Context: an optimization exercise on an open-source flow, tuned for small area and a short achievable clock period. The choices shown serve that exercise and are no tape-out recipe.
Where RTL was checked, it was by simulation tests only, not by an equivalence proof against the original.

run A:
Design eac32_inspect, start of the top module:
module eac32_inspect (
    input  wire         clk,
    input  wire         rst,
    input  wire         in_valid,
    input  wire [127:0] in_data,
    input  wire [4:0]   in_nbytes,
    input  wire         in_last,
    output reg          rpt_valid,
    output wire [31:0]  rpt_magic,
    output wire [31:0]  rpt_sum,
    output wire [31:0]  rpt_err,
    output wire [31:0]  rpt_explen,
    output wire [31:0]  rpt_lenf,
    output wire [31:0]  rpt_lenb,
    output wire [31:0]  rpt_flags
);
    reg [127:0] d;           
    reg [4:0]   d_nb;
    reg         d_last;
    reg         d_v;         
    reg [31:0]  q;           
    reg         f1, f2;      
    reg         d_short;     
    reg [3:0]   d_keep;      
    wire [2:0]  in_nw = in_nbytes[4:2];
    wire        q_clr;
    wire        q_en  = (in_valid & f1 & (~in_last | (in_nw != 3'd0))) | q_clr;
    wire [3:0]  q_pick = {4{~q_clr}} & {in_nbytes[3:2] == 2'd3, in_nbytes[3:2] == 2'd2,
  ...
==> module eac32_inspect, before the edit <==
module eac32_inspect (
    input  wire         clk,
    input  wire         rst,
    input  wire         in_valid,
    input  wire [127:0] in_data,
    input  wire [4:0]   in_nbytes,
    input  wire         in_last,
    output reg          rpt_valid,
    output wire [31:0]  rpt_magic,
    output wire [31:0]  rpt_sum,
    output wire [31:0]  rpt_err,
    output wire [31:0]  rpt_explen,
    output wire [31:0]  rpt_lenf,
    output wire [31:0]  rpt_lenb,
    output wire [31:0]  rpt_flags
);
    reg [127:0] d;           
    reg [4:0]   d_nb;
    reg         d_last;
    reg         d_v;         
    reg [31:0]  q;           
    reg         f1, f2;      
    reg         d_short;     
    reg [3:0]   d_keep;      
    wire [2:0]  in_nw = in_nbytes[4:2];
    wire        q_clr;
    wire        q_en  = (in_valid & f1 & (~in_last | (in_nw != 3'd0))) | q_clr;
    wire [3:0]  q_pick = {4{~q_clr}} & {in_nbytes[3:2] == 2'd3, in_nbytes[3:2] == 2'd2,
                                         in_nbytes[3:2] == 2'd1, in_nbytes[3:2] == 2'd0};
    wire [31:0] q_sel = (d[127:96] & {32{q_pick[1]}}) | (d[95:64] & {32{q_pick[2]}}) |
                        (d[63:32]  & {32{q_pick[3]}}) | (d[31:0]  & {32{q_pick[0]}});
    always @(posedge clk) begin
        d_nb   <= in_nbytes;
        d_last <= in_last;
        d_short <= ~f2 & ~(f1 & (in_nw != 3'd0));
        d_v    <= in_valid & ~rst;
        d_keep <= {4{in_valid & ~rst}} &
                  {in_nw[2], in_nw[2] | (in_nw[1] & in_nw[0]), in_nw[2] | in_nw[1], in_nw != 3'd0};
        if (in_valid)
            d <= in_data;
        if (rst) begin
            f1 <= 1'b0;
            f2 <= 1'b0;
        end else if (in_valid) begin
            f1 <= ~in_last;
            f2 <= ~in_last & f1;
        end
        if (q_en)
            q <= q_sel;
    end
    reg [31:0] acc;
    reg [29:0] lenb;
    reg [31:0] magic;
    reg        fresh;        
    wire [2:0] d_nw = d_nb[4:2];
    wire [31:0] m0 = d[127:96] & {32{d_keep[0]}};
    wire [31:0] m1 = d[95:64]  & {32{d_keep[1]}};
    wire [31:0] m2 = d[63:32]  & {32{d_keep[2]}};
    wire [31:0] m3 = d[31:0]   & {32{d_keep[3]}};
    wire [31:0] a0 = acc & {32{~fresh}};
    function [63:0] csa;
        input [31:0] x, y, z;
        reg   [31:0] s, c;
        begin
            s = x ^ y ^ z;
            c = (x & y) | (x & z) | (y & z);
            csa = {c[30:0], c[31], s};
        end
    endfunction
    wire [63:0] l1 = csa(m0, m1, m2);
    wire [63:0] l2 = csa(l1[31:0], l1[63:32], m3);
    wire [63:0] l3 = csa(l2[31:0], l2[63:32], a0);
    reg  [31:0] acc_n;
    reg  [31:0] pg, pp, ng, np, cin;
    integer     lv, b;
    always @(*) begin
        pg = l3[31:0] & l3[63:32];
        pp = l3[31:0] ^ l3[63:32];
        for (lv = 0; lv < 5; lv = lv + 1) begin
            ng = pg;
            np = pp;
            for (b = 0; b < 32; b = b + 1)
                if ((b >> lv) & 1) begin
                    ng[b] = pg[b] | (pp[b] & pg[((b >> lv) << lv) - 1]);
                    np[b] = pp[b] & pp[((b >> lv) << lv) - 1];
                end
            pg = ng;
            pp = np;
        end
        cin = {pg[30:0] | (pp[30:0] & {31{pg[31]}}), pg[31]};
        acc_n = l3[31:0] ^ l3[63:32] ^ cin;
    end
    wire        ld_last = d_v & d_last;
    wire [25:0] lhi     = lenb[29:4] & {26{~fresh}};
    reg  [25:0] lcy;
    integer     lb;
    always @(*) begin
        lcy[0] = d_v & (~d_last | d_nb[4]);
        for (lb = 1; lb < 26; lb = lb + 1)
            lcy[lb] = lcy[lb-1] & lhi[lb-1];
    end
    wire [25:0] lhi_n   = lhi ^ lcy;
    wire [29:0] lenb_n  = {lhi_n, ld_last ? d_nb[3:0] : 4'd0};
    wire        ld_magic = d_v & fresh;
    wire [31:0] magic_n  = ld_magic ? m0 : magic;
    wire        small_n = (magic_n[31:16] == 16'h1111);
    wire        large_n = (magic_n[31:16] == 16'h1114);
    wire        mok_n   = small_n | large_n;
    wire        sok_n   = (small_n & (lenb_n == 30'h0004_0000)) |
                          (large_n & (lenb_n == 30'h0008_0000));
    wire        mp_n    = (lenb_n[29:2] != 28'd0);
    wire        dw_n    = (lenb_n[1:0] == 2'd0);
    wire        kb_n    = (lenb_n[9:0] == 10'd0);
    wire        a256_n  = (lenb_n[17:0] == 18'd0);
    wire        lp_n    = ~d_short;
    wire        lok_n   = lp_n & (q == {2'b00, lenb_n});
    wire        ck_n    = (&(l3[31:0] ^ l3[63:32])) | (&(l3[31:0] & l3[63:32]));
    assign q_clr = ld_last & d_short;
    reg [19:0] flags;
    reg        small_r;
    always @(posedge clk) begin
        acc  <= acc_n;
        lenb <= lenb_n;
        if (ld_magic)
            magic <= m0;
        small_r <= small_n;
        flags <= {~lok_n, ~a256_n, mok_n & ~sok_n, ~mok_n,
                  6'd0,
                  ck_n, lok_n, lp_n, a256_n, kb_n, dw_n, sok_n, large_n, mok_n, mp_n};
        if (rst) begin
            fresh     <= 1'b1;
            rpt_valid <= 1'b0;
        end else begin
            if (d_v)
                fresh <= d_last;
            rpt_valid <= ld_last;
        end
    end
    assign rpt_magic  = magic;
    assign rpt_sum    = acc;
    assign rpt_err    = ~acc;
    assign rpt_explen = {12'd0, flags[2], small_r, 18'd0};
    assign rpt_lenf   = q;
    assign rpt_lenb   = {2'b00, lenb};
    assign rpt_flags  = {12'd0, flags};
endmodule
clock: 25.0 ns
lec_check: 0
abc_clock_period_in_ps: 6000
cap_margin: 20
core_margin: 2
core_utilization: 60
place_density: 0.7
slew_margin: 20
standard.sh (not shown) runs the stock make flow with config.mk's settings and CLKGATE_MAP_FILE= SYNTH_SCRIPT=/design/flow/synth_recipe.tcl, a recipe that flattens the netlist after the stock synthesis.
==> flow/flow/run.sh <==
#!/bin/bash
# Standard ORFS layout, with plain buffers on the ports, smaller clock
# buffers and no CTS dummy loads, and timing repair aimed below the period.
set -euo pipefail
bash standard.sh \
  "BUFFER_PORTS_ARGS=-buffer_cell sky130_fd_sc_hd__buf_1" \
  "CTS_ARGS=-sink_clustering_enable -repair_clock_nets -dont_use_dummy_load -buf_list {sky130_fd_sc_hd__clkbuf_4 sky130_fd_sc_hd__clkbuf_8}" \
  "SETUP_SLACK_MARGIN=18.8" \
  finish > make.log 2>&1
> inputs changed (run A -> run B)
--- a/flow/design.v
+++ b/flow/design.v
@@ -59,12 +59,13 @@
     wire [31:0] m3 = d[31:0]   & {32{d_keep[3]}};
     wire [31:0] a0 = acc & {32{~fresh}};
     function [63:0] csa;
         input [31:0] x, y, z;
-        reg   [31:0] s, c;
+        reg   [31:0] s, c, h;
         begin
-            s = x ^ y ^ z;
-            c = (x & y) | (x & z) | (y & z);
+            h = x ^ y;
+            s = h ^ z;
+            c = (x & y) | (z & h);
             csa = {c[30:0], c[31], s};
         end
     endfunction
     wire [63:0] l1 = csa(m0, m1, m2);
==> run notes <==
Run A ended up with q[1]$_DFFE_PP_ as its start point of the critical path; run B ended up with q[15]$_DFFE_PP_. Changes observed in run B relative to run A: data arrival time of the critical path moved down; post-synthesis compound-gate area fraction level; setup slack after layout moved up. Re area of the multi-input gates: run A was lower than run B. Run A → run B: die area fell 550 um^2; largest vdd supply drop fell 0.0026 mV. Going from run A to run B, total length of routed met2 wires fell about 3.3%, maximum clock rate rose 0.40%, final instance count without filler cells fell 6.5%.
The RTL of run A was laid out without a check of its function.

* * *

The RTL this note starts from:
==> flow/design.v <==
module eac32_inspect (
    input  wire         clk,
    input  wire         rst,
    input  wire         in_valid,
    input  wire [127:0] in_data,
    input  wire [4:0]   in_nbytes,
    input  wire         in_last,
    output reg          rpt_valid,
    output wire [31:0]  rpt_magic,
    output wire [31:0]  rpt_sum,
    output wire [31:0]  rpt_err,
    output wire [31:0]  rpt_explen,
    output wire [31:0]  rpt_lenf,
    output wire [31:0]  rpt_lenb,
    output wire [31:0]  rpt_flags
);
    reg [127:0] d;           
    reg [4:0]   d_nb;
    reg         d_last;
    reg         d_v;         
    reg [31:0]  q;           
    reg         f1, f2;      
    reg         d_short;     
    reg [3:0]   d_keep;      
    wire [2:0]  in_nw = in_nbytes[4:2];
    wire        q_clr;
    wire        q_en  = (in_valid & f1 & (~in_last | (in_nw != 3'd0))) | q_clr;
    wire [3:0]  q_pick = {4{~q_clr}} & {in_nbytes[3:2] == 2'd3, in_nbytes[3:2] == 2'd2,
                                         in_nbytes[3:2] == 2'd1, in_nbytes[3:2] == 2'd0};
    wire [31:0] q_sel = (d[127:96] & {32{q_pick[1]}}) | (d[95:64] & {32{q_pick[2]}}) |
                        (d[63:32]  & {32{q_pick[3]}}) | (d[31:0]  & {32{q_pick[0]}});
    always @(posedge clk) begin
        d_nb   <= in_nbytes;
        d_last <= in_last;
        d_short <= ~f2 & ~(f1 & (in_nw != 3'd0));
        d_v    <= in_valid & ~rst;
        d_keep <= {4{in_valid & ~rst}} &
                  {in_nw[2], in_nw[2] | (in_nw[1] & in_nw[0]), in_nw[2] | in_nw[1], in_nw != 3'd0};
        if (in_valid)
            d <= in_data;
        if (rst) begin
            f1 <= 1'b0;
            f2 <= 1'b0;
        end else if (in_valid) begin
            f1 <= ~in_last;
            f2 <= ~in_last & f1;
        end
        if (q_en)
            q <= q_sel;
    end
    reg [31:0] acc;
    reg [29:0] lenb;
    reg [31:0] magic;
    reg        fresh;        
    wire [2:0] d_nw = d_nb[4:2];
    wire [31:0] m0 = d[127:96] & {32{d_keep[0]}};
    wire [31:0] m1 = d[95:64]  & {32{d_keep[1]}};
    wire [31:0] m2 = d[63:32]  & {32{d_keep[2]}};
    wire [31:0] m3 = d[31:0]   & {32{d_keep[3]}};
    wire [31:0] a0 = acc & {32{~fresh}};
    function [63:0] csa;
        input [31:0] x, y, z;
        reg   [31:0] s, c;
        begin
            s = x ^ y ^ z;
            c = (x & y) | (x & z) | (y & z);
            csa = {c[30:0], c[31], s};
        end
    endfunction
    wire [63:0] l1 = csa(m0, m1, m2);
    wire [63:0] l2 = csa(l1[31:0], l1[63:32], m3);
    wire [63:0] l3 = csa(l2[31:0], l2[63:32], a0);
    reg  [31:0] acc_n;
    reg  [31:0] pg, pp, ng, np, cin;
    integer     lv, b;
    always @(*) begin
        pg = l3[31:0] & l3[63:32];
        pp = l3[31:0] ^ l3[63:32];
        for (lv = 0; lv < 5; lv = lv + 1) begin
            ng = pg;
            np = pp;
            for (b = 0; b < 32; b = b + 1)
                if ((b >> lv) & 1) begin
                    ng[b] = pg[b] | (pp[b] & pg[((b >> lv) << lv) - 1]);
                    np[b] = pp[b] & pp[((b >> lv) << lv) - 1];
                end
            pg = ng;
            pp = np;
        end
        cin = {pg[30:0] | (pp[30:0] & {31{pg[31]}}), pg[31]};
        acc_n = l3[31:0] ^ l3[63:32] ^ cin;
    end
    wire        ld_last = d_v & d_last;
    wire [25:0] lhi     = lenb[29:4] & {26{~fresh}};
    reg  [25:0] lcy;
    integer     lb;
    always @(*) begin
        lcy[0] = d_v & (~d_last | d_nb[4]);
        for (lb = 1; lb < 26; lb = lb + 1)
            lcy[lb] = lcy[lb-1] & lhi[lb-1];
    end
    wire [25:0] lhi_n   = lhi ^ lcy;
    wire [29:0] lenb_n  = {lhi_n, ld_last ? d_nb[3:0] : 4'd0};
    wire        ld_magic = d_v & fresh;
    wire [31:0] magic_n  = ld_magic ? m0 : magic;
    wire        small_n = (magic_n[31:16] == 16'h1111);
    wire        large_n = (magic_n[31:16] == 16'h1114);
    wire        mok_n   = small_n | large_n;
    wire        sok_n   = (small_n & (lenb_n == 30'h0004_0000)) |
                          (large_n & (lenb_n == 30'h0008_0000));
    wire        mp_n    = (lenb_n[29:2] != 28'd0);
    wire        dw_n    = (lenb_n[1:0] == 2'd0);
    wire        kb_n    = (lenb_n[9:0] == 10'd0);
    wire        a256_n  = (lenb_n[17:0] == 18'd0);
    wire        lp_n    = ~d_short;
    wire        lok_n   = lp_n & (q == {2'b00, lenb_n});
    wire        ck_n    = (&(l3[31:0] ^ l3[63:32])) | (&(l3[31:0] & l3[63:32]));
    assign q_clr = ld_last & d_short;
    reg [19:0] flags;
    reg        small_r;
    always @(posedge clk) begin
        acc  <= acc_n;
        lenb <= lenb_n;
        if (ld_magic)
            magic <= m0;
        small_r <= small_n;
        flags <= {~lok_n, ~a256_n, mok_n & ~sok_n, ~mok_n,
                  6'd0,
                  ck_n, lok_n, lp_n, a256_n, kb_n, dw_n, sok_n, large_n, mok_n, mp_n};
        if (rst) begin
            fresh     <= 1'b1;
            rpt_valid <= 1'b0;
        end else begin
            if (d_v)
                fresh <= d_last;
            rpt_valid <= ld_last;
        end
    end
    assign rpt_magic  = magic;
    assign rpt_sum    = acc;
    assign rpt_err    = ~acc;
    assign rpt_explen = {12'd0, flags[2], small_r, 18'd0};
    assign rpt_lenf   = q;
    assign rpt_lenb   = {2'b00, lenb};
    assign rpt_flags  = {12'd0, flags};
endmodule
Settings: LEC_CHECK=0, ABC_CLOCK_PERIOD_IN_PS=6000, CAP_MARGIN=20, CORE_MARGIN=2, CORE_UTILIZATION=60, PLACE_DENSITY=0.7, SLEW_MARGIN=20; clock period 25.0 ns.
==> flow/flow/run.sh <==
#!/bin/bash
# Standard ORFS layout, with plain buffers on the ports, no CTS dummy loads
# and timing repair aimed well below the clock period.
set -euo pipefail
bash standard.sh \
  "BUFFER_PORTS_ARGS=-buffer_cell sky130_fd_sc_hd__${PORTBUF:-buf_2}" \
  "CTS_ARGS=-sink_clustering_enable -repair_clock_nets -dont_use_dummy_load ${CTSX:-}" \
  "SETUP_SLACK_MARGIN=${MARGIN:-18.8}" \
  finish > make.log 2>&1
The baseline went through all stages and came out clean.
==> next run, changes <==
--- a/flow/design.v
+++ b/flow/design.v
@@ -19,20 +19,22 @@
     reg         d_last;
     reg         d_v;         
     reg [31:0]  q;           
-    reg         f1, f2;      
-    reg         d_short;     
+    reg         f1;          
     reg [3:0]   d_keep;      
     wire [2:0]  in_nw = in_nbytes[4:2];
-    wire        q_clr;
-    wire        q_en  = (in_valid & f1 & (~in_last | (in_nw != 3'd0))) | q_clr;
-    wire [3:0]  q_pick = {4{~q_clr}} & {in_nbytes[3:2] == 2'd3, in_nbytes[3:2] == 2'd2,
-                                         in_nbytes[3:2] == 2'd1, in_nbytes[3:2] == 2'd0};
-    wire [31:0] q_sel = (d[127:96] & {32{q_pick[1]}}) | (d[95:64] & {32{q_pick[2]}}) |
-                        (d[63:32]  & {32{q_pick[3]}}) | (d[31:0]  & {32{q_pick[0]}});
+    wire        q_en  = in_valid & f1 & (~in_last | (in_nw != 3'd0));
+    reg  [31:0] q_sel;
+    always @(*) begin
+        case (in_nbytes[3:2])
+            2'd1:    q_sel = d[127:96];
+            2'd2:    q_sel = d[95:64];
+            2'd3:    q_sel = d[63:32];
+            default: q_sel = d[31:0];
+        endcase
+    end
     always @(posedge clk) begin
         d_nb   <= in_nbytes;
         d_last <= in_last;
-        d_short <= ~f2 & ~(f1 & (in_nw != 3'd0));
         d_v    <= in_valid & ~rst;
         d_keep <= {4{in_valid & ~rst}} &
                   {in_nw[2], in_nw[2] | (in_nw[1] & in_nw[0]), in_nw[2] | in_nw[1], in_nw != 3'd0};
@@ -40,10 +42,8 @@
             d <= in_data;
         if (rst) begin
             f1 <= 1'b0;
-            f2 <= 1'b0;
         end else if (in_valid) begin
             f1 <= ~in_last;
-            f2 <= ~in_last & f1;
         end
         if (q_en)
             q <= q_sel;
@@ -70,36 +70,11 @@
     wire [63:0] l1 = csa(m0, m1, m2);
     wire [63:0] l2 = csa(l1[31:0], l1[63:32], m3);
     wire [63:0] l3 = csa(l2[31:0], l2[63:32], a0);
-    reg  [31:0] acc_n;
-    reg  [31:0] pg, pp, ng, np, cin;
-    integer     lv, b;
-    always @(*) begin
-        pg = l3[31:0] & l3[63:32];
-        pp = l3[31:0] ^ l3[63:32];
-        for (lv = 0; lv < 5; lv = lv + 1) begin
-            ng = pg;
-            np = pp;
-            for (b = 0; b < 32; b = b + 1)
-                if ((b >> lv) & 1) begin
-                    ng[b] = pg[b] | (pp[b] & pg[((b >> lv) << lv) - 1]);
-                    np[b] = pp[b] & pp[((b >> lv) << lv) - 1];
-                end
-            pg = ng;
-            pp = np;
-        end
-        cin = {pg[30:0] | (pp[30:0] & {31{pg[31]}}), pg[31]};
-        acc_n = l3[31:0] ^ l3[63:32] ^ cin;
-    end
+    wire [32:0] t      = {1'b0, l3[31:0]} + {1'b0, l3[63:32]};
+    wire [31:0] acc_n  = t[31:0] + {31'd0, t[32]};
     wire        ld_last = d_v & d_last;
     wire [25:0] lhi     = lenb[29:4] & {26{~fresh}};
-    reg  [25:0] lcy;
-    integer     lb;
-    always @(*) begin
-        lcy[0] = d_v & (~d_last | d_nb[4]);
-        for (lb = 1; lb < 26; lb = lb + 1)
-            lcy[lb] = lcy[lb-1] & lhi[lb-1];
-    end
-    wire [25:0] lhi_n   = lhi ^ lcy;
+    wire [25:0] lhi_n   = lhi + {25'd0, d_v & (~d_last | d_nb[4])};
     wire [29:0] lenb_n  = {lhi_n, ld_last ? d_nb[3:0] : 4'd0};
     wire        ld_magic = d_v & fresh;
     wire [31:0] magic_n  = ld_magic ? m0 : magic;
@@ -112,10 +87,9 @@
     wire        dw_n    = (lenb_n[1:0] == 2'd0);
     wire        kb_n    = (lenb_n[9:0] == 10'd0);
     wire        a256_n  = (lenb_n[17:0] == 18'd0);
-    wire        lp_n    = ~d_short;
+    wire        lp_n    = (lenb_n[29:2] >= 28'd5);
     wire        lok_n   = lp_n & (q == {2'b00, lenb_n});
     wire        ck_n    = (&(l3[31:0] ^ l3[63:32])) | (&(l3[31:0] & l3[63:32]));
-    assign q_clr = ld_last & d_short;
     reg [19:0] flags;
     reg        small_r;
     always @(posedge clk) begin
@@ -140,7 +114,7 @@
     assign rpt_sum    = acc;
     assign rpt_err    = ~acc;
     assign rpt_explen = {12'd0, flags[2], small_r, 18'd0};
-    assign rpt_lenf   = q;
+    assign rpt_lenf   = q & {32{flags[7]}};
     assign rpt_lenb   = {2'b00, lenb};
     assign rpt_flags  = {12'd0, flags};
 endmodule
Result:
- clock skew grows by 11 ps
- design area grows by roughly a tenth
- fmax shrinks by a few percent
- setup slack gets worse by 150 ps
- register-to-register slack gets worse by 240 ps
Function was not checked in any run of this note: the RTL went through the layout flow alone.

[re-timing with driven ports]
In the flow no input, the clock included, has a driving cell. The finished layouts below were timed again as built, in two steps. Step 1 (the two cells are an assumption about what drives the block):
set clk [get_ports {clk}]
set_driving_cell -lib_cell sky130_fd_sc_hd__clkbuf_16 $clk
set_driving_cell -lib_cell sky130_fd_sc_hd__buf_2 [delete_from_list [all_inputs] $clk]
Step 2 also shifts input and output timing later by t, the mid clock arrival at the registers, as if the neighbouring blocks saw the same clock. Three values: ideal ports, drivers, drivers and shift; two values: the first two.
run | t, ns | setup slack, ns | clock arrival spread, ns | worst slew at a driven data input, ns | cell pins on the clock port's net
run A | 0.579 | 18.732 / 18.684 / 18.295 | 0.033 / 0.034 | 0.08 | 1
run B | 0.588 | 18.757 / 18.707 / 18.324 | 0.029 / 0.030 | 0.08 | 1
the first run of note 2 | 0.601 | 18.716 / 18.662 / 18.272 | 0.031 / 0.031 | 0.07 | 1
the second run of note 2 | 0.587 | 18.565 / 18.518 / 18.350 | 0.042 / 0.042 | 0.08 | 1
After both steps every run listed still meets setup and hold. The setup slack of the first run of note 2, which loses most, moves by -0.054 ns with the drivers and by -0.444 ns with both steps.
